Context: an optimization exercise on an open-source flow, tuned for small area, a short achievable clock period and few clock cycles. The choices shown serve that exercise and are no tape-out recipe. In this exercise RTL edits were held to simulation tests only and were not proved equivalent to the original. Power figures rest on the tool's default switching activity, not on a simulated workload.

== the previous run ==
Design lsxgt_value_encoder, start of the top module:
module lsxgt_value_encoder (
    input  wire        clk,
    input  wire        rst,         
    input  wire [2:0]  dt,          
    input  wire        in_valid,
    output wire        in_ready,
    input  wire [7:0]  in_data,     
    input  wire        in_end,      
    output wire        out_valid,
    input  wire        out_ready,
    output wire [7:0]  out_data,    
    output wire        out_end,     
    output wire [1:0]  out_err,     
    output wire [15:0] out_pos      
);
Settings: LEC_CHECK=0, CAP_MARGIN=20, CORE_MARGIN=2, CORE_UTILIZATION=40, CTS_BUF_LIST=sky130_fd_sc_hd__clkbuf_8, SETUP_SLACK_MARGIN=2.3, SLEW_MARGIN=20; clock period 5.0 ns.
run.sh (not shown) runs the stock make flow with config.mk's settings and CLKGATE_MAP_FILE= SYNTH_SCRIPT=/design/flow/synth_recipe.tcl, a recipe that flattens the netlist after the stock synthesis.
Testbench counts of the previous run, summed over its fixed seeds: cycles 28,140.
What the current run does differently from the previous run at the input level:
diff --git a/flow/config.mk b/flow/config.mk
--- a/flow/config.mk
+++ b/flow/config.mk
@@ -10,4 +10,4 @@
 export CORE_UTILIZATION = 40
 export CTS_BUF_LIST = sky130_fd_sc_hd__clkbuf_8
-export SETUP_SLACK_MARGIN = 2.3
+export SETUP_SLACK_MARGIN = 2.5
 export SLEW_MARGIN = 20
==> results.txt <==
From the previous run to the current run the numbers moved as follows: summed instance area of the synthesized netlist neither gained nor lost much, maximum frequency now larger. | share of total power consumed by net switching | lower: the previous run |. Sequential power essentially unchanged between the previous run and the current run. The current run vs the previous run on area share of buffers outside the clock network: the current run is the higher one. The previous run vs the current run, startpoint-to-endpoint class of the critical path: flop to output pin vs flop to flop. Compared with the previous run, placement density in the core of the current run is higher. When the current run is set beside the previous run, its cell area turns out to be 7.1% larger. Routed wire in the current run totals more than in the previous run.

* * *

Setup of lane 1:
Another version of the RTL of lsxgt_value_encoder (not shown whole).
For scale: about 45 I/O pins, about 0.010 mm² of cells after synthesis.
export LEC_CHECK = 0
export CAP_MARGIN = 20
export CORE_MARGIN = 2
export CORE_UTILIZATION = 50
export CTS_BUF_LIST = sky130_fd_sc_hd__clkbuf_8
export SETUP_SLACK_MARGIN = 2.3
export SLEW_MARGIN = 20
create_clock -name core_clock -period 5.0 [get_ports {clk}]
standard.sh (not shown) runs the stock make flow with config.mk's settings and CLKGATE_MAP_FILE= SYNTH_SCRIPT=/design/flow/synth_recipe.tcl, a recipe that flattens the netlist after the stock synthesis.
==> flow/flow/run.sh <==
#!/bin/bash
# The standard layout (standard.sh), with one change: the port buffers
# that global placement inserts are sky130_fd_sc_hd__buf_2 instead of the cell
# buffer_ports picks by default (the delay cell clkdlybuf4s50_1).
set -euo pipefail
bash standard.sh "BUFFER_PORTS_ARGS=-buffer_cell sky130_fd_sc_hd__buf_2" finish > standard_flow.log 2>&1
Testbench counts of lane 1, summed over its fixed seeds: cycles 28,140.
Edits applied to the flow inputs when going from lane 1 to lane 2:
Settings: swapping 50 for 40 in CORE_UTILIZATION.
--- outcome ---
Compared with lane 1, the detailed router inserted more vias in lane 2. In lane 2 relative to lane 1, power dissipated in combinational cells had gone up by a few percent. Reg-to-reg setup timing slack: lane 1 vs lane 2 — no meaningful difference. | area of the core | higher: lane 2 |. Of lane 2 and lane 1, the run reporting the lower arrival time of the worst setup path was lane 1. First-iteration DRC count: lane 2 and lane 1 compared, higher one is lane 1. Diff lane 1 -> lane 2: global-route total usage across every layer went down by 4.2 points; routed wire length grew by 1.2%; worst-case setup margin in the final layout has decreased. Relative area change from synthesis to final layout sits higher in lane 2 than in lane 1. Lane 2 ends up with a power that is about 3% lower than in lane 1.
Changes in lane 3 relative to lane 2:
==> flow/run.sh (new file) <==
#!/bin/bash
# synth_recipe.tcl (not shown) runs the flow's synth.tcl, then flattens the netlist and writes it again
# the make line also repeats each setting of config.mk as NAME=value (left out here)
make -C /OpenROAD-flow-scripts/flow DESIGN_CONFIG=/design/flow/config.mk WORK_HOME=/design/flow/orfs CLKGATE_MAP_FILE= SYNTH_SCRIPT=/design/flow/synth_recipe.tcl finish
removed: flow/flow/run.sh
removed: flow/standard.sh
Results
- Lane 3 went all the way through synthesis, placement and routing and the layout is clean on timing, DRC and antenna.
- Remaining antenna violation count after routing of lane 3 is on par with lane 2.
- Of lane 2 and lane 3, lane 2 shows the lower static leakage, with lane 3 above it.
- Setup WNS lane 2 -> lane 3: worse
- Taking lane 2 as the reference point, the number of search-and-repair iterations in the first detailed-routing pass of lane 3 rises by 3.
- The number of cells in the finished layout apart from fillers of lane 3 and that of lane 2 are within noise of each other.
- Lane 3 vs. lane 2: maximum vdd drop lost about 0.66%, post-route fraction of the period consumed by the critical path picked up an extra 0.33 points, wire length picked up an extra about 1%, clock tree skew after final layout lost 0.0077 ns.

* * *

lsxgt_value_encoder, a different RTL version from the one above (not shown whole).
Size in the first run: about 1200 cells after synthesis, ~150 flip-flops, ~45 I/O pins, ~10000 µm² of cells after synthesis.
Settings: LEC_CHECK=0, CAP_MARGIN=20, CORE_MARGIN=2, CORE_UTILIZATION=40, CTS_BUF_LIST=sky130_fd_sc_hd__clkbuf_8, SETUP_SLACK_MARGIN=2.2, SLEW_MARGIN=20; clock period 5.0 ns.
==> flow/flow/run.sh <==
#!/bin/bash
# The standard layout (standard.sh), with one change: the port buffers
# that global placement inserts are sky130_fd_sc_hd__buf_2 instead of the cell
# buffer_ports picks by default (the delay cell clkdlybuf4s50_1).
set -euo pipefail
bash standard.sh "BUFFER_PORTS_ARGS=-buffer_cell sky130_fd_sc_hd__buf_2" finish > standard_flow.log 2>&1
Testbench counts at the start, summed over its fixed seeds: cycles 28,140.
Change:
SETUP_SLACK_MARGIN = 2.4   (was 2.2)
Count of clock-buffer cells in the layout stays the same.
Combinational power rises by about 6%.
Cell count barely changes.
Worst setup slack gets better by 160 ps.
Clock skew falls by 3.4 ps.
First-iteration DRC count rises by 21%.
Change:
CAP_MARGIN = 5   (was 20)
SETUP_SLACK_MARGIN = 2.3   (was 2.4)
SLEW_MARGIN = 5   (was 20)
After rerunning: The new run ran to the end with no violations. Synthesized area is unchanged. Cell count hardly moves. Core utilization goes down by 1.0 points. Sequential cell count is unchanged.
Change:
==> flow/run.sh (new file) <==
#!/bin/bash
# synth_recipe.tcl (not shown) runs the flow's synth.tcl, then flattens the netlist and writes it again
# the make line also repeats each setting of config.mk as NAME=value (left out here)
make -C /OpenROAD-flow-scripts/flow DESIGN_CONFIG=/design/flow/config.mk WORK_HOME=/design/flow/orfs CLKGATE_MAP_FILE= SYNTH_SCRIPT=/design/flow/synth_recipe.tcl finish
CAP_MARGIN = 20   (was 5)
SLEW_MARGIN = 20   (was 5)
removed: flow/flow/run.sh
removed: flow/standard.sh
Setup slack degrades by 71 ps; total power grows by roughly a tenth; final area is higher by a few percent; clock power is higher by a quarter to a third; worst hold slack degrades by 18 ps; wire length climbs slightly.
Change:
==> flow/flow/run.sh (new file) <==
#!/bin/bash
# The standard layout (standard.sh), with one change: the port buffers
# that global placement inserts are sky130_fd_sc_hd__buf_2 instead of the cell
# buffer_ports picks by default (the delay cell clkdlybuf4s50_1).
set -euo pipefail
bash standard.sh "BUFFER_PORTS_ARGS=-buffer_cell sky130_fd_sc_hd__buf_2" finish > standard_flow.log 2>&1
==> flow/standard.sh (new file) <==
#!/bin/bash
# synth_recipe.tcl (not shown) runs the flow's synth.tcl, then flattens the netlist and writes it again
# the make line also repeats each setting of config.mk as NAME=value (left out here)
make -C /OpenROAD-flow-scripts/flow DESIGN_CONFIG=/design/flow/config.mk WORK_HOME=/design/flow/orfs CLKGATE_MAP_FILE= SYNTH_SCRIPT=/design/flow/synth_recipe.tcl "${@:-finish}"
removed: flow/run.sh
What happened:
- wire length drops by 0.33%
- first-iteration DRC count goes down by 5.5%
- register-to-register slack gets better by 20 ps
- global-route usage barely changes
- cell area came out lower by 3.2%
- cell count hardly moves
- utilization drops by 1.5 points
- clock-buffer cell count does not change
- power came out lower by 9.7%
- via count hardly moves
- die area is unchanged

## separate check: timing with driven ports
The results above use ideal ports. As a check the final layouts listed here were re-extracted and re-timed, cells and wires unchanged.
Step 1, drivers: a clkbuf_16 drives clk and a buf_2 each remaining input, both assumed.
Step 2 times the ports against the registers' clock, not the clock port: input delays grow and output delays shrink by t, the midpoint of the rising clock arrivals with the driver on.
Slacks: no drivers / after step 1 / after step 2; pairs: no drivers / after step 1.
| run | shift t [ns] | setup slack, ns | worst register clock-pin slew, ns |
|---|---|---|---|
| the previous run | 0.503 | 2.355 / 2.310 / 1.925 | 0.11 / 0.11 |
| the current run | 0.524 | 2.434 / 2.434 / 1.976 | 0.11 / 0.11 |
| lane 1 | 0.506 | 2.300 / 2.300 / 2.122 | 0.10 / 0.10 |
| lane 2 | 0.496 | 2.288 / 2.288 / 2.004 | 0.11 / 0.11 |
| lane 3 | 0.499 | 2.272 / 2.272 / 1.885 | 0.10 / 0.10 |
| the first run of note 3 | 0.508 | 2.326 / 2.326 / 2.213 | 0.11 / 0.11 |
| the second run of note 3 | 0.502 | 2.489 / 2.489 / 2.188 | 0.10 / 0.10 |
| the third run of note 3 | 0.498 | 2.442 / 2.442 / 2.171 | 0.10 / 0.10 |
| the fourth run of note 3 | 0.516 | 2.371 / 2.330 / 1.862 | 0.11 / 0.11 |
| the fifth run of note 3 | 0.498 | 2.442 / 2.442 / 2.171 | 0.10 / 0.10 |
After both steps every run listed still meets setup and hold. For the fourth run of note 3, which loses most, drivers alone change the setup slack by -0.041 ns; drivers and shift together by -0.509 ns.
